From an optimization exercise on the open Yosys and OpenROAD flow, aimed at small area, a short achievable clock period and few clock cycles per item; shortcuts taken in it are not production practice. Only simulation tests tie the RTL to the original design; equivalence was not proved. No activity file was given, so power comes from the tool's default toggle rates.

==> flow/design.v <==
module dither_brush_builder (
    input  wire        clk,
    input  wire        rst_n,
    input  wire        cmd_valid,
    output wire        cmd_ready,
    input  wire [63:0] cmd_word,
    input  wire [3:0]  rsel,
    output reg  [31:0] rdata,
    output wire        fb_valid,
    input  wire        fb_ready,
    output wire [31:0] fb_offset,
    output wire [2:0]  fb_bit,
    output wire [3:0]  fb_pixel
);
    function [3:0] bayer(input [1:0] row, input [1:0] col);
        bayer = {col[0] ^ row[0], row[0], col[1] ^ row[1], row[1]};
    endfunction
    function ge_thr(input [3:0] l, input [3:0] b);
        reg g;
        integer i;
        begin
            g = &l & &b;
            for (i = 0; i < 4; i = i + 1)
                g = b[i] ? (l[i] & g) : (l[i] | g);
            ge_thr = g;
        end
    endfunction
    function [31:0] rom(input [3:0] l);
        integer k;
        reg [4:0] kk;
        begin
            for (k = 0; k < 32; k = k + 1) begin
                kk = k;
                rom[k] = ge_thr(l, bayer(kk[4:3], kk[1:0]));
            end
        end
    endfunction
    function [9:0] dstep(input [8:0] r, input [8:0] d);
        reg [9:0] t, df;
        reg bw, dj;
        integer j;
        begin
            t  = {r, 1'b0};
            bw = 1'b0;
            for (j = 0; j < 10; j = j + 1) begin
                dj    = (j < 9) ? d[j] : 1'b0;
                df[j] = t[j] ^ dj ^ bw;
                bw    = (~t[j] & dj) | (~(t[j] ^ dj) & bw);
            end
            dstep = {!bw, bw ? t[8:0] : df[8:0]};
        end
    endfunction
    function [9:0] fstep(input [8:0] r, input [8:0] d);
        reg [9:0] t;
        reg [10:0] df;
        begin
            t  = {r, 1'b0};
            df = {1'b0, t} - {2'b0, d};
            fstep = {!df[10], df[10] ? t[8:0] : df[8:0]};
        end
    endfunction
    function [10:0] div2(input [8:0] r, input [8:0] d);
        reg [9:0] s1, s2;
        begin
            s1 = dstep(r, d);
            s2 = fstep(s1[8:0], d);
            div2 = {s1[9], s2[9], s2[8:0]};
        end
    endfunction
    reg        ready_q, fbv_q, exec_q;
    reg        bvalid_q, high_q, pvalid_q, rvalid_q;
    reg [1:0]  ecode_q;           
    reg [2:0]  lastop_q;
    reg [3:0]  lb_q, lg_q, lr_q;  
    reg [3:0]  ls_q;              
    reg [3:0]  bidx_q, pix_q, rlvl_q;
    reg [22:0] off_q;
    reg [2:0]  bit_q;
    reg [1:0]  ty_q;
    reg        hs_q;
    reg [8:0]  d_q;
    reg [1:0]  qhb_q, qhg_q, qhr_q;
    reg [8:0]  rmb_q, rmg_q, rmr_q;
    assign cmd_ready = ready_q;
    assign fb_valid  = fbv_q;
    wire [2:0]  op  = cmd_word[2:0];
    wire [7:0]  cb  = cmd_word[15:8];
    wire [7:0]  cg  = cmd_word[23:16];
    wire [7:0]  cr  = cmd_word[31:24];
    wire [15:0] cx  = cmd_word[47:32];
    wire [15:0] cy  = cmd_word[63:48];
    wire illegal  = op[2] & (op[1] | op[0]);
    wire rsv_nz   = |cmd_word[7:3];
    wire no_brush = (op == 3'd3) & !bvalid_q;
    wire [1:0] ecode = illegal ? 2'd1 : rsv_nz ? 2'd2 : no_brush ? 2'd3 : 2'd0;
    wire ok = !illegal & !rsv_nz & !no_brush;
    wire accept = cmd_valid & ready_q;
    wire is_build = ok & !op[2] & !(op[1] & op[0]);    
    wire is_plot  = ok & !op[2] & (op[1] ^ op[0]);     
    wire is_pix   = ok & !op[2] & (op[1] | op[0]);     
    wire is_romrd = ok & op[2];
    wire gt_rg = cr > cg;
    wire gt_rb = cr > cb;
    wire gt_gb = cg > cb;
    wire [7:0] v = (gt_rg & gt_rb) ? cr : (!gt_rg & gt_gb) ? cg : cb;
    wire       high = cr[7] | cg[7] | cb[7];
    wire [8:0] den = {1'b0, v} + 9'd8;
    wire [3:0] base = high ? {1'b1, cr[7], cg[7], cb[7]} : {1'b0, cr[6], cg[6], cb[6]};
    wire near = (cr > 8'd31) & (cg > 8'd31) & (cb > 8'd31);
    wire [3:0] nbidx = (!high && base == 4'd0 && near) ? 4'h8 : base;
    function [18:0] off_hi(input [15:0] y, input [8:0] xh);
        reg [18:0] a, b, e, s, cc;
        reg c;
        integer i;
        begin
            a  = {3'b0, y};
            b  = {1'b0, y, 2'b0};
            e  = {10'b0, xh};
            s  = a ^ b ^ e;
            cc = ((a & b) | (a & e) | (b & e)) << 1;
            c  = 1'b0;
            for (i = 0; i < 19; i = i + 1) begin
                off_hi[i] = s[i] ^ cc[i] ^ c;
                c = (s[i] & cc[i]) | (s[i] & c) | (cc[i] & c);
            end
        end
    endfunction
    wire [22:0] noff = {off_hi(cy, cx[15:7]), cx[6:3]};
    wire [8:0]  du  = exec_q ? d_q   : den;
    wire [10:0] ub  = div2(exec_q ? rmb_q : {1'b0, cb}, du);
    wire [10:0] ug  = div2(exec_q ? rmg_q : {1'b0, cg}, du);
    wire [10:0] ur  = div2(exec_q ? rmr_q : {1'b0, cr}, du);
    wire [3:0] nlb = {qhb_q, hs_q ? ub[10:9] : rmb_q[1:0]};
    wire [3:0] nlg = {qhg_q, hs_q ? ug[10:9] : rmg_q[1:0]};
    wire [3:0] nlr = {qhr_q, hs_q ? ur[10:9] : rmr_q[1:0]};
    wire [3:0] bn = bayer(ty_q, bit_q[1:0]);
    wire [3:0] tt = (bn == 4'd15) ? 4'd15 : bn + 4'd1;
    wire [9:0] d3 = {1'b0, d_q} + {d_q, 1'b0};
    wire [10:0] tm = (tt[1:0] == 2'd1) ? {2'b0, d_q} :
                     (tt[1:0] == 2'd2) ? {1'b0, d_q, 1'b0} : {1'b0, d3};
    function fast_ge(input [1:0] qh, input [8:0] rm);
        reg lo;
        begin
            lo = hs_q ? ((tt[1:0] == 2'd0) | ({rm, 2'b00} >= tm)) : (rm[1:0] >= tt[1:0]);
            fast_ge = (qh > tt[3:2]) | ((qh == tt[3:2]) & lo);
        end
    endfunction
    wire [3:0] plot_pix = {!ge_thr(~ls_q, bn), fast_ge(qhr_q, rmr_q),
                           fast_ge(qhg_q, rmg_q), fast_ge(qhb_q, rmb_q)};
    wire [3:0] samp_pix = {!ge_thr(~ls_q, bn), ge_thr(lr_q, bn), ge_thr(lg_q, bn), ge_thr(lb_q, bn)};
    wire [3:0] pix_new = !lastop_q[1] ? plot_pix : !lastop_q[0] ? bidx_q : samp_pix;
    wire exec_ok = exec_q & (ecode_q == 2'd0);
    wire lvl_en  = exec_ok & !lastop_q[2] & !(lastop_q[1] & lastop_q[0]);
    wire pix_en  = exec_ok & !lastop_q[2] & (lastop_q[1] | lastop_q[0]);
    assign fb_offset = {9'd0, off_q};
    assign fb_bit    = bit_q;
    assign fb_pixel  = exec_q ? pix_new : pix_q;
    always @(posedge clk or negedge rst_n) begin
        if (!rst_n) begin
            ready_q  <= 1'b0;
            fbv_q    <= 1'b0;
            bvalid_q <= 1'b0;
            high_q   <= 1'b0;
            pvalid_q <= 1'b0;
            rvalid_q <= 1'b0;
            ecode_q  <= 2'd0;
            lastop_q <= 3'd0;
        end else if (ready_q) begin
            if (cmd_valid) begin
                ready_q  <= 1'b0;
                fbv_q    <= is_plot;
                lastop_q <= op;
                ecode_q  <= ecode;
                if (is_build) begin
                    bvalid_q <= 1'b1;
                    high_q   <= high;
                end
                if (is_pix)
                    pvalid_q <= 1'b1;
                if (is_romrd)
                    rvalid_q <= 1'b1;
            end
        end else if (fbv_q) begin
            if (fb_ready) begin
                fbv_q   <= 1'b0;
                ready_q <= 1'b1;
            end
        end else begin
            ready_q <= 1'b1;
        end
    end
    always @(posedge clk) begin
        exec_q <= accept;
        hs_q  <= high;
        d_q   <= den;
        qhb_q <= high ? ub[10:9] : cb[6:5];
        qhg_q <= high ? ug[10:9] : cg[6:5];
        qhr_q <= high ? ur[10:9] : cr[6:5];
        rmb_q <= {ub[8:2], high ? ub[1:0] : cb[4:3]};
        rmg_q <= {ug[8:2], high ? ug[1:0] : cg[4:3]};
        rmr_q <= {ur[8:2], high ? ur[1:0] : cr[4:3]};
        ty_q  <= cy[1:0];
        if (accept && is_build) begin
            ls_q   <= high ? v[6:3] : 4'd0;
            bidx_q <= nbidx;
        end
        if (accept && is_romrd)
            rlvl_q <= cmd_word[11:8];
        if (ready_q) begin
            off_q <= noff;
            bit_q <= cx[2:0];
        end
        if (lvl_en) begin
            lb_q <= nlb;
            lg_q <= nlg;
            lr_q <= nlr;
        end
        if (pix_en)
            pix_q <= pix_new;
    end
    wire [31:0] status = {21'd0, rvalid_q, pvalid_q, lastop_q, 1'b0, ecode_q,
                          (ecode_q != 2'd0), high_q, bvalid_q};
    always @(*) begin
        case (rsel)
            4'd0:    rdata = status;
            4'd1:    rdata = rom(lb_q);
            4'd2:    rdata = rom(lg_q);
            4'd3:    rdata = rom(lr_q);
            4'd4:    rdata = ~rom(~ls_q);
            4'd5:    rdata = {28'd0, bidx_q};
            4'd6:    rdata = {28'd0, pix_q};
            4'd7:    rdata = rom(rlvl_q);
            default: rdata = 32'd0;
        endcase
    end
endmodule
clock: 27.0 ns
lec_check: 0
cap_margin: 20
core_margin: 2
core_utilization: 40
slew_margin: 20
standard.sh (not shown) runs the stock make flow with config.mk's settings and CLKGATE_MAP_FILE= SYNTH_SCRIPT=/design/flow/synth_recipe.tcl, a recipe that flattens the netlist after the stock synthesis.
==> flow/flow/run.sh <==
#!/bin/bash
# Standard ORFS layout (the standard.sh, unchanged synthesis), with the
# port buffers inserted as buf_2 cells instead of the default delay buffers
# and timing repair aimed at a setup margin.
set -euo pipefail
bash standard.sh \
    "BUFFER_PORTS_ARGS=-buffer_cell sky130_fd_sc_hd__buf_2" \
    SETUP_SLACK_MARGIN=14 \
    finish > standard_flow.log 2>&1
The baseline went through all stages and came out clean.
Testbench counts at the start, summed over its fixed seeds: cycles 24,016, items 12,000.
Edit:
==> flow/run.sh (new file) <==
#!/bin/bash
# synth_recipe.tcl (not shown) runs the flow's synth.tcl, then flattens the netlist and writes it again
# the make line also repeats each setting of config.mk as NAME=value (left out here)
make -C /OpenROAD-flow-scripts/flow DESIGN_CONFIG=/design/flow/config.mk WORK_HOME=/design/flow/orfs CLKGATE_MAP_FILE= SYNTH_SCRIPT=/design/flow/synth_recipe.tcl finish
removed: flow/flow/run.sh
removed: flow/standard.sh
Effect: The new run produced a clean layout; core utilization goes up by 2.0 points; final area rose by a few percent; routed wire length went up slightly; via count decreases slightly; die area stays the same; hold slack loses 0.018 ns.
Edit:
==> flow/flow/run.sh (new file) <==
#!/bin/bash
# Standard ORFS layout (the standard.sh, unchanged synthesis), with the
# port buffers inserted as buf_2 cells instead of the default delay buffers
# and timing repair aimed at a setup margin.
set -euo pipefail
bash standard.sh \
    "BUFFER_PORTS_ARGS=-buffer_cell sky130_fd_sc_hd__buf_2" \
    SETUP_SLACK_MARGIN=16 \
    finish > standard_flow.log 2>&1
==> flow/standard.sh (new file) <==
#!/bin/bash
# synth_recipe.tcl (not shown) runs the flow's synth.tcl, then flattens the netlist and writes it again
# the make line also repeats each setting of config.mk as NAME=value (left out here)
make -C /OpenROAD-flow-scripts/flow DESIGN_CONFIG=/design/flow/config.mk WORK_HOME=/design/flow/orfs CLKGATE_MAP_FILE= SYNTH_SCRIPT=/design/flow/synth_recipe.tcl "${@:-finish}"
removed: flow/run.sh
After rerunning:
- The changed run finished with timing, DRC and antenna clean
- setup slack improves by 1.6 ns
- cell area climbs by 12%
- maximum frequency climbs by 13%
- wire length climbs by 6.5%
- total power climbs by 28%
- non-clock buffer count climbs by 93
- utilization climbs by 5.9 points

port drivers added, routing unchanged:
The results above use ideal ports. As a check the final layouts listed here were re-extracted and re-timed, cells and wires unchanged.
Step 1 assumes that a clkbuf_16 drives the clock port and a buf_2 every other input.
Step 2 times the ports against the registers' clock, not the clock port: input delays grow and output delays shrink by t, the midpoint of the rising clock arrivals with the driver on.
Slacks: ideal / step 1 / step 2; pairs: ideal / step 1.
run | shift t [ns] | setup slack, ns | worst setup path after step 2 | worst slew at a driven data input, ns | cell pins on the clock port's net
the first run | 0.409 | 14.218 / 14.194 / 13.943 | input to register | 0.05 | 1
the second run | 0.414 | 13.005 / 12.979 / 12.870 | input to register | 0.05 | 1
the third run | 0.409 | 14.638 / 14.587 / 14.459 | input to register | 0.07 | 1
After both steps every run listed still meets setup and hold. For the first run, which loses most, drivers alone change the setup slack by -0.024 ns; drivers and shift together by -0.275 ns.
